Background: an optimization exercise with open tools, aiming at small area. Do not read the settings as production practice. Only simulation tests tie the RTL to the original design; equivalence was not proved. Power figures rest on the tool's default switching activity, not on a simulated workload.

--- flow/config.mk ---
export PLATFORM = sky130hd
export DESIGN_NAME = modbus_slave
export DESIGN_NICKNAME = modbus_slave
export VERILOG_FILES = /design/flow/design.v
export SDC_FILE = /design/flow/constraint.sdc
export NUM_CORES = 4
export LEC_CHECK = 0
export CAP_MARGIN = 20
export CORE_MARGIN = 2
export CORE_UTILIZATION = 40
export SLEW_MARGIN = 20
--- flow/run.sh ---
#!/bin/bash
# synth_recipe.tcl (not shown) runs the flow's synth.tcl, then flattens the netlist and writes it again
# the make line also repeats each setting of config.mk as NAME=value (left out here)
make -C /OpenROAD-flow-scripts/flow DESIGN_CONFIG=/design/flow/config.mk WORK_HOME=/design/flow/orfs CLKGATE_MAP_FILE= SYNTH_SCRIPT=/design/flow/synth_recipe.tcl finish
--- flow/design.v ---
module modbus_crc16 (
    input  wire [15:0] crc_in,
    input  wire [7:0]  data,
    output reg  [15:0] crc_out
);
    integer b;
    always @(*) begin
        crc_out = crc_in ^ {8'h00, data};
        for (b = 0; b < 8; b = b + 1) begin
            if (crc_out[0])
                crc_out = (crc_out >> 1) ^ 16'hA001;
            else
                crc_out = crc_out >> 1;
        end
    end
endmodule
module modbus_div (
    input  wire        clk,
    input  wire        rst,
    input  wire        start,
    input  wire [31:0] dividend,
    input  wire [31:0] divisor,
    output wire        busy,
    output reg  [31:0] quotient
);
    reg [32:0] rem;
    reg [5:0]  count;
    wire [32:0] rem_shift = {rem[31:0], quotient[31]};
    wire        fits      = rem_shift >= {1'b0, divisor};
    assign busy = (count != 6'd0);
    always @(posedge clk) begin
        if (rst) begin
            count <= 6'd0;
        end else if (start) begin
            rem      <= 33'd0;
            quotient <= dividend;
            count    <= 6'd32;
        end else if (busy) begin
            rem      <= fits ? rem_shift - {1'b0, divisor} : rem_shift;
            quotient <= {quotient[30:0], fits};
            count    <= count - 6'd1;
        end
    end
endmodule
module modbus_slave (
    input  wire        clk,
    input  wire        rst,
    input  wire [31:0] cfg_baud,
    input  wire [7:0]  cfg_slave_id,
    input  wire [15:0] cfg_base,
    input  wire [15:0] cfg_size,
    input  wire [31:0] cfg_timeout,
    input  wire        poll_req,
    output wire        poll_done,
    output wire [7:0]  alarm_code,
    output wire        busy,
    output wire        fault,
    input  wire        rx_avail,
    input  wire [7:0]  rx_data,
    output wire        rx_pop,
    output wire        tx_push,
    output wire [7:0]  tx_data,
    output wire        tx_flush_req,
    input  wire        tx_flush_done,
    input  wire [31:0] clk_now,
    input  wire        tick_us,
    input  wire        dir_set,
    output reg         de,
    output reg         de_oe,
    output reg  [15:0] st_idx,
    output wire        st_rd,
    input  wire [15:0] st_rdata,
    output wire        st_wr,
    output reg  [15:0] st_wdata
);
    localparam BUF_CAP  = 64;
    localparam RESP_CAP = 64;
    localparam [7:0] ALARM_LOST_CODE = 8'h01;
    localparam [4:0]
        S_INIT     = 5'd0,
        S_DIV15    = 5'd1,
        S_DIV35    = 5'd2,
        S_IDLE     = 5'd3,
        S_PSTART   = 5'd4,
        S_AREAD    = 5'd5,
        S_AGAP     = 5'd6,
        S_ASAMPLE  = 5'd7,
        S_VCHECK   = 5'd8,
        S_VCRC     = 5'd9,
        S_DEXEC    = 5'd10,
        S_RHR_RD   = 5'd11,
        S_RHR_DATA = 5'd12,
        S_PMR_WR   = 5'd13,
        S_EXC      = 5'd14,
        S_RCRC     = 5'd15,
        S_TDEON    = 5'd16,
        S_TWRITE   = 5'd17,
        S_TFLUSH   = 5'd18,
        S_TDEOFF   = 5'd19,
        S_THOLD    = 5'd20,
        S_WCHECK   = 5'd21,
        S_DONE     = 5'd22,
        S_FAULT    = 5'd23;
    reg [4:0] state;
    reg [31:0] baud_q;
    reg [7:0]  slave_id_q;
    reg [15:0] base_q;
    reg [15:0] size_q;
    reg [31:0] timeout_q;
    reg [31:0] t15;
    reg [31:0] t35;
    reg [7:0] buf_mem  [0:BUF_CAP-1];
    reg [7:0] resp_mem [0:RESP_CAP-1];
    reg [5:0] cur;
    reg [5:0] len;
    reg [6:0] resp_len;
    reg [6:0] txi;
    reg        alarm;
    reg [31:0] last_act;
    reg [31:0] sil_cnt;
    reg        dir_en;
    reg [15:0] crc;
    reg [6:0]  crc_pos;      
    reg [6:0]  crc_end;      
    reg        exc_order;    
    reg        success;      
    reg [7:0]  exc_code;
    reg [15:0] reg_i;        
    wire [7:0]  req_id   = buf_mem[0];
    wire [7:0]  req_fc   = buf_mem[1];
    wire [15:0] req_addr = {buf_mem[2], buf_mem[3]};
    wire [15:0] req_qty  = {buf_mem[4], buf_mem[5]};
    wire [7:0]  req_bc   = buf_mem[6];
    wire [15:0] addr_off = req_addr - base_q;
    wire [16:0] reg_idx  = {1'b0, addr_off} + {1'b0, reg_i};
    wire        idx_out  = reg_idx >= {1'b0, size_q};
    wire [16:0] pay_pos  = 17'd7 + {reg_i, 1'b0};
    wire        pay_out  = (pay_pos + 17'd1) >= BUF_CAP;
    wire [7:0]  pay_hi   = buf_mem[pay_pos[5:0]];
    wire [7:0]  pay_lo   = buf_mem[pay_pos[5:0] + 6'd1];
    wire [6:0]  rhr_pos  = 7'd3 + {reg_i[5:0], 1'b0};
    wire [7:0]  crc_byte = (state == S_VCRC) ? buf_mem[crc_pos[5:0]] : resp_mem[crc_pos[5:0]];
    wire [15:0] crc_next;
    modbus_crc16 u_crc (.crc_in(crc), .data(crc_byte), .crc_out(crc_next));
    reg         div_start;
    reg  [31:0] div_dividend;
    wire        div_busy;
    wire [31:0] div_q;
    modbus_div u_div (
        .clk(clk), .rst(rst), .start(div_start), .dividend(div_dividend),
        .divisor(baud_q), .busy(div_busy), .quotient(div_q)
    );
    wire [31:0] elapsed = clk_now - last_act;
    assign busy         = (state != S_IDLE) && (state != S_FAULT);
    assign fault        = (state == S_FAULT);
    assign poll_done    = (state == S_DONE);
    assign alarm_code   = alarm ? ALARM_LOST_CODE : 8'h00;
    assign rx_pop       = (state == S_AREAD);
    assign tx_push      = (state == S_TWRITE);
    assign tx_data      = resp_mem[txi[5:0]];
    assign tx_flush_req = (state == S_TFLUSH);
    assign st_rd        = (state == S_RHR_RD) && (reg_i != req_qty) && !idx_out;
    assign st_wr        = ((state == S_DEXEC) && (req_fc == 8'h06) && (req_addr >= base_q) && !idx_out) ||
                          ((state == S_PMR_WR) && (reg_i != req_qty) && !pay_out && !idx_out);
    always @(*) begin
        st_idx   = reg_idx[15:0];
        st_wdata = (state == S_PMR_WR) ? {pay_hi, pay_lo} : req_qty;
    end
    always @(*) begin
        div_start    = 1'b0;
        div_dividend = 32'd15000000;
        if (state == S_INIT && baud_q <= 32'd19200)
            div_start = 1'b1;
        if (state == S_DIV15 && !div_busy) begin
            div_start    = 1'b1;
            div_dividend = 32'd35000000;
        end
    end
    integer k;
    always @(posedge clk) begin
        if (rst) begin
            state      <= S_INIT;
            baud_q     <= cfg_baud;
            slave_id_q <= cfg_slave_id;
            base_q     <= cfg_base;
            size_q     <= cfg_size;
            timeout_q  <= cfg_timeout;
            last_act   <= clk_now;
            alarm      <= 1'b0;
            dir_en     <= 1'b0;
            de         <= 1'b0;
            de_oe      <= 1'b0;
            cur        <= 6'd0;
            len        <= 6'd0;
            sil_cnt    <= 32'd0;
            resp_len   <= 7'd0;
            txi        <= 7'd0;
            success    <= 1'b0;
        end else begin
            case (state)
            S_INIT: begin
                if (baud_q > 32'd19200) begin
                    t15   <= 32'd750;
                    t35   <= 32'd1750;
                    state <= S_IDLE;
                end else begin
                    state <= S_DIV15;
                end
            end
            S_DIV15: begin
                if (!div_busy) begin
                    t15   <= div_q;
                    state <= S_DIV35;
                end
            end
            S_DIV35: begin
                if (!div_busy) begin
                    t35   <= div_q;
                    state <= S_IDLE;
                end
            end
            S_IDLE: begin
                if (dir_set && !dir_en) begin
                    dir_en <= 1'b1;
                    de_oe  <= 1'b1;
                    de     <= 1'b0;
                end
                if (poll_req)
                    state <= S_PSTART;
            end
            S_PSTART: begin
                success <= 1'b0;
                if (rx_avail) begin
                    last_act <= clk_now;
                    cur      <= 6'd0;
                    state    <= S_AREAD;
                end else begin
                    state <= S_WCHECK;
                end
            end
            S_AREAD: begin
                buf_mem[cur] <= rx_data;
                cur          <= cur + 6'd1;      
                sil_cnt      <= t15;
                state        <= S_AGAP;
            end
            S_AGAP: begin
                if (sil_cnt == 32'd0)
                    state <= S_ASAMPLE;
                else if (tick_us)
                    sil_cnt <= sil_cnt - 32'd1;
            end
            S_ASAMPLE: begin
                if (rx_avail) begin
                    state <= S_AREAD;
                end else begin
                    len   <= cur;
                    state <= S_VCHECK;
                end
            end
            S_VCHECK: begin
                if (len <= 6'd7 || req_id != slave_id_q) begin
                    state <= S_DONE;
                end else begin
                    crc     <= 16'hFFFF;
                    crc_pos <= 7'd0;
                    crc_end <= {1'b0, len} - 7'd2;
                    reg_i   <= 16'd0;
                    state   <= S_VCRC;
                end
            end
            S_VCRC: begin
                if (crc_pos == crc_end) begin
                    if (crc == {buf_mem[len - 6'd1], buf_mem[len - 6'd2]})
                        state <= S_DEXEC;
                    else
                        state <= S_DONE;
                end else begin
                    crc     <= crc_next;
                    crc_pos <= crc_pos + 7'd1;
                end
            end
            S_DEXEC: begin
                case (req_fc)
                8'h03: begin
                    if (req_addr < base_q) begin
                        exc_code <= 8'h02;
                        state    <= S_EXC;
                    end else if (req_qty > size_q) begin
                        exc_code <= 8'h03;
                        state    <= S_EXC;
                    end else if ({1'b0, req_qty, 1'b0} + 18'd5 > RESP_CAP) begin
                        state <= S_FAULT;
                    end else begin
                        resp_mem[0] <= buf_mem[0];
                        resp_mem[1] <= buf_mem[1];
                        resp_mem[2] <= {req_qty[6:0], 1'b0};
                        state       <= S_RHR_RD;
                    end
                end
                8'h06: begin
                    if (req_addr < base_q) begin
                        exc_code <= 8'h02;
                        state    <= S_EXC;
                    end else if (idx_out) begin
                        state <= S_FAULT;
                    end else begin
                        for (k = 0; k < 6; k = k + 1)
                            resp_mem[k] <= buf_mem[k];
                        crc       <= 16'hFFFF;
                        crc_pos   <= 7'd0;
                        crc_end   <= 7'd6;
                        exc_order <= 1'b0;
                        success   <= 1'b1;
                        state     <= S_RCRC;
                    end
                end
                8'h10: begin
                    if (req_addr < base_q) begin
                        exc_code <= 8'h02;
                        state    <= S_EXC;
                    end else if (req_qty > size_q) begin
                        exc_code <= 8'h03;
                        state    <= S_EXC;
                    end else if ({2'b00, req_bc} + 10'd9 != {4'b0000, len}) begin
                        state <= S_DONE;             
                    end else begin
                        state <= S_PMR_WR;
                    end
                end
                default: begin
                    exc_code <= 8'h01;
                    state    <= S_EXC;
                end
                endcase
            end
            S_RHR_RD: begin
                if (reg_i == req_qty) begin
                    crc       <= 16'hFFFF;
                    crc_pos   <= 7'd0;
                    crc_end   <= rhr_pos;
                    exc_order <= 1'b0;
                    success   <= 1'b1;
                    state     <= S_RCRC;
                end else if (idx_out) begin
                    state <= S_FAULT;
                end else begin
                    state <= S_RHR_DATA;         
                end
            end
            S_RHR_DATA: begin
                resp_mem[rhr_pos[5:0]]         <= st_rdata[15:8];
                resp_mem[rhr_pos[5:0] + 6'd1]  <= st_rdata[7:0];
                reg_i                          <= reg_i + 16'd1;
                state                          <= S_RHR_RD;
            end
            S_PMR_WR: begin
                if (reg_i == req_qty) begin
                    for (k = 0; k < 6; k = k + 1)
                        resp_mem[k] <= buf_mem[k];
                    crc       <= 16'hFFFF;
                    crc_pos   <= 7'd0;
                    crc_end   <= 7'd6;
                    exc_order <= 1'b0;
                    success   <= 1'b1;
                    state     <= S_RCRC;
                end else if (pay_out || idx_out) begin
                    state <= S_FAULT;
                end else begin
                    reg_i <= reg_i + 16'd1;      
                end
            end
            S_EXC: begin
                resp_mem[0] <= buf_mem[0];
                resp_mem[1] <= 8'h80 | buf_mem[1];
                resp_mem[2] <= exc_code;
                crc         <= 16'hFFFF;
                crc_pos     <= 7'd0;
                crc_end     <= 7'd3;
                exc_order   <= 1'b1;
                state       <= S_RCRC;
            end
            S_RCRC: begin
                if (crc_pos == crc_end) begin
                    if (exc_order) begin
                        resp_mem[crc_end[5:0]]        <= crc[15:8];
                        resp_mem[crc_end[5:0] + 6'd1] <= crc[7:0];
                    end else begin
                        resp_mem[crc_end[5:0]]        <= crc[7:0];
                        resp_mem[crc_end[5:0] + 6'd1] <= crc[15:8];
                    end
                    resp_len <= crc_end + 7'd2;
                    state    <= S_TDEON;
                end else begin
                    crc     <= crc_next;
                    crc_pos <= crc_pos + 7'd1;
                end
            end
            S_TDEON: begin
                if (dir_en)
                    de <= 1'b1;
                txi   <= 7'd0;
                state <= S_TWRITE;
            end
            S_TWRITE: begin
                txi <= txi + 7'd1;
                if (txi == resp_len - 7'd1)
                    state <= S_TFLUSH;
            end
            S_TFLUSH: begin
                if (tx_flush_done)
                    state <= S_TDEOFF;
            end
            S_TDEOFF: begin
                if (dir_en)
                    de <= 1'b0;
                sil_cnt <= t35;
                state   <= S_THOLD;
            end
            S_THOLD: begin
                if (sil_cnt == 32'd0) begin
                    if (success)
                        alarm <= 1'b0;
                    state <= S_DONE;
                end else if (tick_us) begin
                    sil_cnt <= sil_cnt - 32'd1;
                end
            end
            S_WCHECK: begin
                if (elapsed > timeout_q)
                    alarm <= 1'b1;
                state <= S_DONE;
            end
            S_DONE: begin
                state <= S_IDLE;
            end
            S_FAULT: begin
                state <= S_FAULT;
            end
            default: state <= S_FAULT;
            endcase
        end
    end
endmodule
--- flow/constraint.sdc ---
create_clock -name core_clock -period 10.0 [get_ports {clk}]
set_input_delay 2.0000 -clock core_clock [delete_from_list [all_inputs] [get_ports {clk}]]
set_output_delay 2.0000 -clock core_clock [all_outputs]
set_load 0.01 [all_outputs]
==> run summary <==
Timing
Measured against its own limit, the worst slew margin works out to 0.0994. Clock skew on the completed layout was measured at 37.4 ps. Setup total negative slack on the finished layout was measured at 0 ps. Setup repair after global routing left no endpoint under its margin. The final critical-path required period is 9350 ps. The number of max-slew violations in the final report is 0. The final hold violation count is 0.

The timing-limited maximum frequency is 107 MHz. In the finished design, the share of the clock period the worst path needs comes to 0.935. Setup violations remaining at the end of the flow were counted as 0.

The slew at the pin closest to its max-slew limit is 1350 ps.

Run
The max-capacitance violation count is 0.

GRT
The sum of overflow across all layers after global routing is 0. The via count of the first global-routing pass was 61976. Entering global routing, the biggest net connects 138 pins. The wire length of the first global-routing pass is 464000 µm. Across every metal layer, demand over resource in global routing totals 0.290. The number of antenna violations at the first check in global routing was 27.

Logic synthesis
The number of flip-flops and latches in the synthesized netlist is 1422. The number of synthesized flops with an enable pin is 1337. After synthesis, the share of flip-flops with an asynchronous set or reset is 0.

By area the synthesized netlist is led by sky130_fd_sc_hd__edfxtp_1 (46%), sky130_fd_sc_hd__mux4_2 (23%), sky130_fd_sc_hd__o21ai_0 (3.6%), sky130_fd_sc_hd__nand2_1 (3.2%), sky130_fd_sc_hd__ha_1 (2.5%). The cell count after synthesis came out at 6728. The portion of synthesized cell area occupied by the leading cell type is 0.460. Summing every instance area after synthesis gives 87200 µm². Counting distinct cell types in the post-synthesis netlist gives 90. The mean post-synth cell area is 13.0 µm². The Yosys step of the flow raised 3 warnings. The fraction of the yosys area taken by sequential cells is 0.480. The primary flip-flop cell chosen by synthesis mapping is sky130_fd_sc_hd__edfxtp_1. The most area-hungry cell type in the Yosys netlist is sky130_fd_sc_hd__edfxtp_1.

Clocking
The H-tree depth is 4. The maximum number of buffers from clock root to sink is 3. The hold buffer count at CTS is 0. The number of gates resized after CTS was 0. The number of post-CTS setup repair buffers is 0. Clock tree synthesis found a total of 1422 sinks. Clock-pin slew was measured on the worst setup and hold paths at 60 ps. The master cell of the clock root buffer is sky130_fd_sc_hd__clkbuf_16. TritonCTS built the clock tree. The clock latency of the later-clocked register in the worst-skew pair is 830 ps.

The number of clock buffers added by TritonCTS is 158.

Setup path
In this run the critical register-to-register path is captured at crc[1]. The worst register-to-register path has a setup slack of 2390 ps. For the worst setup path, the data required time is 8000 ps. The kind of capture point of the worst setup path is an output port. In this run the worst setup path terminates at st_wr. The worst setup path is launched from a register. Along the worst path, the maximum fanout reaches 7.

The logic depth of the worst register-to-register path is 30. The launching element of the worst setup path is buf_mem[3][1]. The startpoint identified for the worst register-to-register timing path is buf_mem[3][1]. The data arrival time at the worst-slack endpoint is 7350 ps.

The category of the critical setup timing path is register to output port.

Place
The quantity of I/O buffers inserted on ports is 217. The half-perimeter wire length after detailed placement is 219000 µm. The weighted congestion at the end of routability-driven global placement is 0.981.

Floorplan
The die extent in x is 471 µm. The initial utilization of the core area, before any placement, comes to 0.402. The count of pins on the block boundary is 225. The die height is 471 µm. In this run the standard cell core region covers 217000 µm².

The number of rows created at floorplan is 171. The overall die area is 222000 µm².

Run status
The flow ran to the end and the layout has no timing, DRC or antenna violations.

Route
The count of nets left with antenna violations once routing finished came out at 0. The post-detailed-route via-to-cell ratio is 6.66. The count of TritonRoute iterations in the first routing pass is 7. The via count of the routed design is 65010.

The number of DRC markers after the initial detailed-route iteration is 9822. The total length of routed wires is 328000 µm. In the final routed layout, each cell accounts on average for 33.6 µm. The count of unresolved DRC violations after routing is 0.

Power
The analysis attributes to cell leakage a power of 32.4 nW. VDD sags by at most 0.148 mV. The ratio of total power to cell area is 174 nW/µm². The total power draw is 0.0170 W.

Cells and area
The utilization of the core after routing is 0.451. The number of nets in the layout is 7114. The number of fill cells is 19347. From synthesis to final layout, the design area changed by 12.2%. The fraction of layout instances using a drive strength above 1 is 0.215.

Worst hold path
The min-delay analysis places its worst path in the category register to register.
## sequential cells by signal (all words and copies together), names as in the netlist, 8 cells and up, named ones only
name            flops
timeout_q          32
t35                32
last_act           32
u_div.rem          32
crc                16
baud_q             32
reg_i              16
resp_mem          512
slave_id_q          8
u_div.quotient     32
t15                32
size_q             16
base_q             16
buf_mem           512
sil_cnt            32
## layer usage
metal / share of wire / global-route usage / vias to the layer above
li1: - / - / 26476
met5: 0.00069 / 0 / -
met2: 0.44 / 0.434 / 4959
met1: 0.36 / 0.381 / 32606
met3: 0.14 / 0.0947 / 935
met4: 0.057 / 0.137 / 34
## cell usage after synthesis, types with 10 or more instances
cell and instances:
sky130_fd_sc_hd__edfxtp_1 1337, sky130_fd_sc_hd__mux4_2 900, sky130_fd_sc_hd__nand2_1 741, sky130_fd_sc_hd__o21ai_0 632, sky130_fd_sc_hd__nor2_1 463, sky130_fd_sc_hd__clkbuf_1 354, sky130_fd_sc_hd__a21oi_1 238, sky130_fd_sc_hd__inv_1 187
sky130_fd_sc_hd__ha_1 174, sky130_fd_sc_hd__mux2i_1 170, sky130_fd_sc_hd__xnor2_1 130, sky130_fd_sc_hd__xor2_1 100, sky130_fd_sc_hd__nand3_1 97, sky130_fd_sc_hd__and3_1 95, sky130_fd_sc_hd__buf_2 88, sky130_fd_sc_hd__dfxtp_1 85
sky130_fd_sc_hd__nor3_1 84, sky130_fd_sc_hd__a21o_1 66, sky130_fd_sc_hd__buf_1 60, sky130_fd_sc_hd__a211oi_1 52, sky130_fd_sc_hd__nor2b_1 52, sky130_fd_sc_hd__a22oi_1 46, sky130_fd_sc_hd__nand4_1 44, sky130_fd_sc_hd__nand2b_1 40
sky130_fd_sc_hd__o21a_1 40, sky130_fd_sc_hd__a221oi_1 34, sky130_fd_sc_hd__nor4_1 34, sky130_fd_sc_hd__buf_4 32, sky130_fd_sc_hd__o22ai_1 32, sky130_fd_sc_hd__or3_1 26, sky130_fd_sc_hd__a31oi_1 25, sky130_fd_sc_hd__o21bai_1 22
sky130_fd_sc_hd__and2_1 17, sky130_fd_sc_hd__a21boi_0 13, sky130_fd_sc_hd__o211ai_1 13, sky130_fd_sc_hd__buf_6 12, sky130_fd_sc_hd__o221ai_1 12, sky130_fd_sc_hd__o31ai_1 12, sky130_fd_sc_hd__or2_2 12, sky130_fd_sc_hd__a311oi_1 10
sky130_fd_sc_hd__nand3b_1 10
## worst min path at each step
stage | startpoint | endpoint | slack, ps | depth (start not counted)
final | sil_cnt[22] | sil_cnt[22] | 480 | 2
after detailed placement | sil_cnt[22] | sil_cnt[22] | 470 | 2
after global placement | sil_cnt[26] | sil_cnt[26] | 460 | 2
after CTS | sil_cnt[22] | sil_cnt[22] | 480 | 2
after floorplan | sil_cnt[31] | sil_cnt[31] | 440 | 2
after global routing | success | success | 510 | 2
## per-stage QoR
stage                     hold slack (ps)  cell area [µm²]  cells  setup WS, ps
after floorplan                       445            87300   6734          2240
after global placement                463            92600   9454          1590
after detailed placement              470            92600   9456          1520
after CTS                             479            97700   9745           603
after global routing                  506            97900   9752          85.9
final                                 484            97900   9756           652
## area by class of cell
type	count	area (µm²)	area share
inverters	189	709	0.00725
repair buffers	430	3890	0.0398
diodes	4	10.0	0.000102
clock buffers	181	4110	0.0420
flip-flops and latches	1422	41900	0.428
multi-input cells	4568	42700	0.436
clock inverters	108	997	0.0102
well taps	2854	3570	0.0365
## power breakdown
| part | switching, W | leakage (nW) | internal, W | total, W |
|---|---|---|---|---|
| Combinational | 0.00236 | 17.1 | 0.00152 | 0.00388 |
| Sequential | 0.000217 | 12.9 | 0.00695 | 0.00717 |
| Clock | 0.00264 | 2.50 | 0.00331 | 0.00595 |
| Total | 0.00522 | 32.4 | 0.0118 | 0.0170 |
## critical path, cell delays in order, from the launching register on
cell                              delay, ps
sky130_fd_sc_hd__edfxtp_1               550
sky130_fd_sc_hd__ha_1                   360
sky130_fd_sc_hd__nor2b_1                130
sky130_fd_sc_hd__o21ai_0                210
sky130_fd_sc_hd__a21boi_0               150
sky130_fd_sc_hd__o21ai_0                260
sky130_fd_sc_hd__a21boi_0               170
sky130_fd_sc_hd__o21ai_0                230
sky130_fd_sc_hd__a21boi_0               170
sky130_fd_sc_hd__o21ai_0                240
sky130_fd_sc_hd__nor2b_1                200
sky130_fd_sc_hd__xnor2_1                 90
sky130_fd_sc_hd__ha_1                   340
sky130_fd_sc_hd__nand3_1                100
sky130_fd_sc_hd__a21oi_1                180
sky130_fd_sc_hd__nor2_1                  90
sky130_fd_sc_hd__a21oi_1                200
sky130_fd_sc_hd__nand3_1                110
sky130_fd_sc_hd__nand2_1                 90
sky130_fd_sc_hd__xor2_1                 210
sky130_fd_sc_hd__ha_1                   300
sky130_fd_sc_hd__a21o_1                 160
sky130_fd_sc_hd__o21ai_0                160
sky130_fd_sc_hd__nand3_1                120
sky130_fd_sc_hd__a31o_2                 290
sky130_fd_sc_hd__nor2_1                 350
sky130_fd_sc_hd__a21boi_0               460
sky130_fd_sc_hd__clkdlybuf4s50_1        630
## cell families after synthesis
group	Yosys count	synth area share
AOI/OAI and AO/OA	1312	0.0893
xor gates and xnor gates	234	0.0239
adders and majority gates	178	0.0259
buffers and inverters	744	0.0364
DFF	1422	0.480
muxes	1087	0.255
other	1	0.0000430
and+or+nand+nor	1750	0.0894
## layout by cell type (no fill, tap or decap), types with 75 or more instances in the layout
master                               n
sky130_fd_sc_hd__mux4_2            900
sky130_fd_sc_hd__o21ai_0           620
sky130_fd_sc_hd__nand2_1           741
sky130_fd_sc_hd__inv_1             186
sky130_fd_sc_hd__nor2_1            446
sky130_fd_sc_hd__buf_4             201
sky130_fd_sc_hd__a21oi_1           221
sky130_fd_sc_hd__clkbuf_16         162
sky130_fd_sc_hd__mux2i_1           170
sky130_fd_sc_hd__nor3_1             80
sky130_fd_sc_hd__and3_1             95
sky130_fd_sc_hd__ha_1              171
sky130_fd_sc_hd__edfxtp_1         1337
sky130_fd_sc_hd__xnor2_1           127
sky130_fd_sc_hd__nand3_1            96
sky130_fd_sc_hd__xor2_1             94
sky130_fd_sc_hd__dfxtp_1            75
sky130_fd_sc_hd__clkdlybuf4s50_1   208

[afterwards: timing with drivers on the ports]
The flow's constraints put no driver on any port. The routed layout listed below was extracted and timed again, unchanged, in two steps.
Step 1 assumes that a clkbuf_16 drives the clock port and a buf_2 every other input.
Step 2, shift: input delay + t, output delay - t, t = (earliest + latest rising clock arrival at the registers) / 2. This alone moves slack from input paths to output paths.
a / b / c = ideal ports / drivers / drivers and shift; a / b = the first two.
shift t [ns]: 0.908
setup slack, ns: 0.652 / 0.556 / 1.464
worst data-port slew with drivers (ns): 0.10
pins driven straight from the clock port: 1
After both steps this run still meets setup and hold. For this run, drivers alone change the setup slack by -0.096 ns; drivers and shift together by +0.812 ns.
